This design comes from an exercise in tuning for small area, a short achievable clock period and few clock cycles on the open sky130 flow, not from production work. At most, simulation tests tie the RTL to the original design; equivalence was not proved. Power is estimated from default activity; no workload was simulated.

## build 71
Design fww_macro_cpu, start of the top module:
module fww_macro_cpu (
    input  wire        clk,
    input  wire        rst,           
    input  wire        start,         
    input  wire [11:0] start_pc,
    input  wire        ext_allowed,   
    output wire        busy,
    output wire        done,
    output wire [2:0]  status_code,
    output wire [15:0] status_info,
    output wire [15:0] acc,
    output wire [15:0] pc,
    output wire [15:0] ir,
    output wire        mem_req,
    output wire        mem_we,
    output wire [11:0] mem_addr,
    output wire [15:0] mem_wdata,
    input  wire        mem_ack,
    input  wire [15:0] mem_rdata
);
Size: roughly 100 flip-flops, ~7600 um2 of cells after synthesis.
export LEC_CHECK = 0
export CAP_MARGIN = 20
export CORE_MARGIN = 2
export CORE_UTILIZATION = 40
export PLACE_DENSITY = 0.75
export SETUP_SLACK_MARGIN = 4.5
export SLEW_MARGIN = 20
create_clock -name core_clock -period 8.0 [get_ports {clk}]
standard.sh (not shown) runs the stock make flow with config.mk's settings and CLKGATE_MAP_FILE= SYNTH_SCRIPT=/design/flow/synth_recipe.tcl, a recipe that flattens the netlist after the stock synthesis.
==> flow/flow/run.sh <==
#!/bin/bash
set -euo pipefail
cd "$(dirname "$0")/.."
export BUFFER_PORTS_ARGS="-buffer_cell sky130_fd_sc_hd__buf_1"
bash standard.sh > standard_make.log 2>&1
Build 71 | status: complete | timing, DRC, antenna: pass
Testbench counts of build 71, summed over its fixed seeds: cycles 296,501.
#### Input delta (build 30 over build 71)
- an added ABC_AREA of 1
- a deleted PLACE_DENSITY that had been 0.75
==> run summary <==
- Build 30 was carried through to the last stage, and its layout satisfied the timing, DRC and antenna checks.
- Between build 71 and build 30, worst hold slack is lower for build 30, build 71 comes in above that.
- Against build 71, build 30 comes in 0.031 ns higher on setup slack.
- Delta (build 30 minus build 71): maximum vdd ir drop higher, simple-gate share of the synthesized area went up, total die area increased by 530 um2 relative to the old numbers.
- Transition time at the pin with the least slew margin: build 71 and build 30 compared, lower one is build 71
- Summary: with build 71 as the reference, wire length in build 30 moved up by more than 10%.
- Of the two candidates, build 71 has the worse shortest clock period the worst path allows after layout and build 30 the better one.
- Build 30 vs build 71: non-clock inverter total of the final layout up by more than 100%
- Build 30: synthesized netlist cell count is 27% higher than what build 71 reported.
- Compared with build 71, build 30 instantiates a larger number of standard cells.
The inputs of build 38 differ from those of build 30 as listed below.
- removing ABC_AREA (formerly 1)
- changing CAP_MARGIN from 20 to 5
- changing SLEW_MARGIN from 20 to 5
==> run summary <==
Summary — width of the die, build 38 relative to build 30: lower, by about 1.3%. Going from build 30 to build 38, share of the final layout cell area in sequential cells increased by 0.55 points relative to the old numbers; clock share of power increased by 3.9 points relative to the old numbers; sum of routed wire length over all layers decreased by about 15% relative to the old numbers. First-iteration DRC count down 211 in build 38 wrt build 30. Build 38 vs build 30, standard cell with the maximum stage delay on the critical path: fa_1 vs dfxtp_1. Build 38 against build 30: via count of the first global-routing pass dropped 13%; final critical path time including I/O delays and setup dropped 0.0071 ns; cell area dropped 1.9%. Measured against each other, build 30 and build 38 differ in routing usage on met2, the higher figure coming from build 30. Fraction of cell area in non-clock buffers: build 38 higher than build 30.

Another version of the RTL of fww_macro_cpu (not shown whole).
For scale: ~100 flip-flops, roughly 0.0080 mm² of cells after synthesis.
Design fww_macro_cpu, start of the top module:
module fww_macro_cpu (
    input  wire        clk,
    input  wire        rst,           
    input  wire        start,         
    input  wire [11:0] start_pc,
    input  wire        ext_allowed,   
    output wire        busy,
    output wire        done,
    output wire [2:0]  status_code,
    output wire [15:0] status_info,
    output wire [15:0] acc,
    output wire [15:0] pc,
    output wire [15:0] ir,
    output wire        mem_req,
    output wire        mem_we,
    output wire [11:0] mem_addr,
    output wire [15:0] mem_wdata,
    input  wire        mem_ack,
    input  wire [15:0] mem_rdata
);
Settings: LEC_CHECK=0, CAP_MARGIN=20, CORE_MARGIN=2, CORE_UTILIZATION=55, SETUP_SLACK_MARGIN=4.5, SLEW_MARGIN=20; clock period 8.0 ns.
Scripts as last shown in full above: flow/flow/run.sh
Next try:
CORE_UTILIZATION = 40   (was 55)
SETUP_SLACK_MARGIN = 4.75   (was 4.5)
Global-route usage fell by 8.6 points.
Via count rose by 2.9%.
Synthesized cell count is unchanged.
Wire length rose by 6.3%.
Hold slack is about the same.
Total power rose by 0.84%.
Next try:
SETUP_SLACK_MARGIN = 4.5   (was 4.75)
Effect: The new run went through all stages and came out clean. Via count is lower by 3.8%. Clock power is higher by 13%. Power is higher by 1.5%. Hold slack gains 5.3 ps. Final area is lower by 6.8%. Wire length is lower by 4.4%. Synthesized area stays the same.
Function was not checked in any run of this note: the RTL went through the layout flow alone.

Setup of the baseline:
Another version of the RTL of fww_macro_cpu (not shown whole).
For scale: ~920 cells after synthesis, about 99 flip-flops, roughly 0.0075 mm^2 of cells after synthesis.
Settings: LEC_CHECK=0, CAP_MARGIN=20, CORE_MARGIN=2, CORE_UTILIZATION=40, SETUP_SLACK_MARGIN=4.5, SLEW_MARGIN=20; clock period 8.0 ns.
Scripts as last shown in full above: flow/flow/run.sh
Testbench counts of the baseline, summed over its fixed seeds: cycles 296,501.
--- input diff the baseline..the candidate ---
# the baseline
export LEC_CHECK = 0
export CAP_MARGIN = 20
export CORE_MARGIN = 2
export CORE_UTILIZATION = 40
export SETUP_SLACK_MARGIN = 4.5
export SLEW_MARGIN = 20
create_clock -name core_clock -period 8.0 [get_ports {clk}]
# the candidate
export LEC_CHECK = 0
export CAP_MARGIN = 20
export CORE_MARGIN = 2
export CORE_UTILIZATION = 40
export SETUP_SLACK_MARGIN = 4.6
export SLEW_MARGIN = 20
create_clock -name core_clock -period 8.0 [get_ports {clk}]
The candidate: full flow OK, the timing, DRC and antenna checks passed
The source-to-sink clock delay at the later pin of the worst-skew pair was comparable across the candidate and the baseline.
Looking at routed wire length, the candidate sits about 2% above the baseline.
Proportion of total power due to net switching ends up lower on the candidate.
The run showing the greater setup slack is the candidate.
Power on the candidate is behind the baseline.
NOTE via count the baseline->the candidate increased by a few percent
From the baseline to the candidate the numbers moved as follows: clock group share of total power picked up an extra 0.8 points, post-route standard cell area excluding fillers has increased, non-clock buffer share of cell area has increased.

[what the ideal ports hide]
In the flow no input, the clock included, has a driving cell. The finished layouts below were timed again as built, in two steps.
Step 1 sets driving cells, clkbuf_16 on the clock port and buf_2 on the other inputs (assumed; they add their load-dependent delay and slew).
Step 2 times the ports against the registers' clock, not the clock port: input delays grow and output delays shrink by t, the midpoint of the rising clock arrivals with the driver on.
a / b / c = ideal / step 1 / step 2; a / b = the first two.
run | shift t [ns] | slack for setup (ns) | hold slack, ns | worst data-port slew with drivers (ns)
build 71 | 0.388 | 4.518 / 4.518 / 4.247 | 0.506 / 0.506 / 0.506 | 0.06
build 30 | 0.408 | 4.549 / 4.506 / 4.317 | 0.471 / 0.471 / 0.471 | 0.04
build 38 | 0.396 | 4.556 / 4.522 / 4.225 | 0.496 / 0.496 / 0.496 | 0.04
the first run of note 2 | 0.402 | 4.547 / 4.524 / 4.257 | 0.500 / 0.500 / 0.500 | 0.04
the second run of note 2 | 0.401 | 4.674 / 4.633 / 4.374 | 0.502 / 0.502 / 0.502 | 0.06
the third run of note 2 | 0.402 | 4.584 / 4.544 / 4.262 | 0.507 / 0.507 / 0.507 | 0.03
the baseline | 0.404 | 4.551 / 4.509 / 4.248 | 0.503 / 0.503 / 0.503 | 0.04
the candidate | 0.395 | 4.704 / 4.687 / 4.330 | 0.503 / 0.503 / 0.503 | 0.04
After both steps every run listed still meets setup and hold. For the candidate, which loses most, drivers alone change the setup slack by -0.017 ns; drivers and shift together by -0.374 ns.
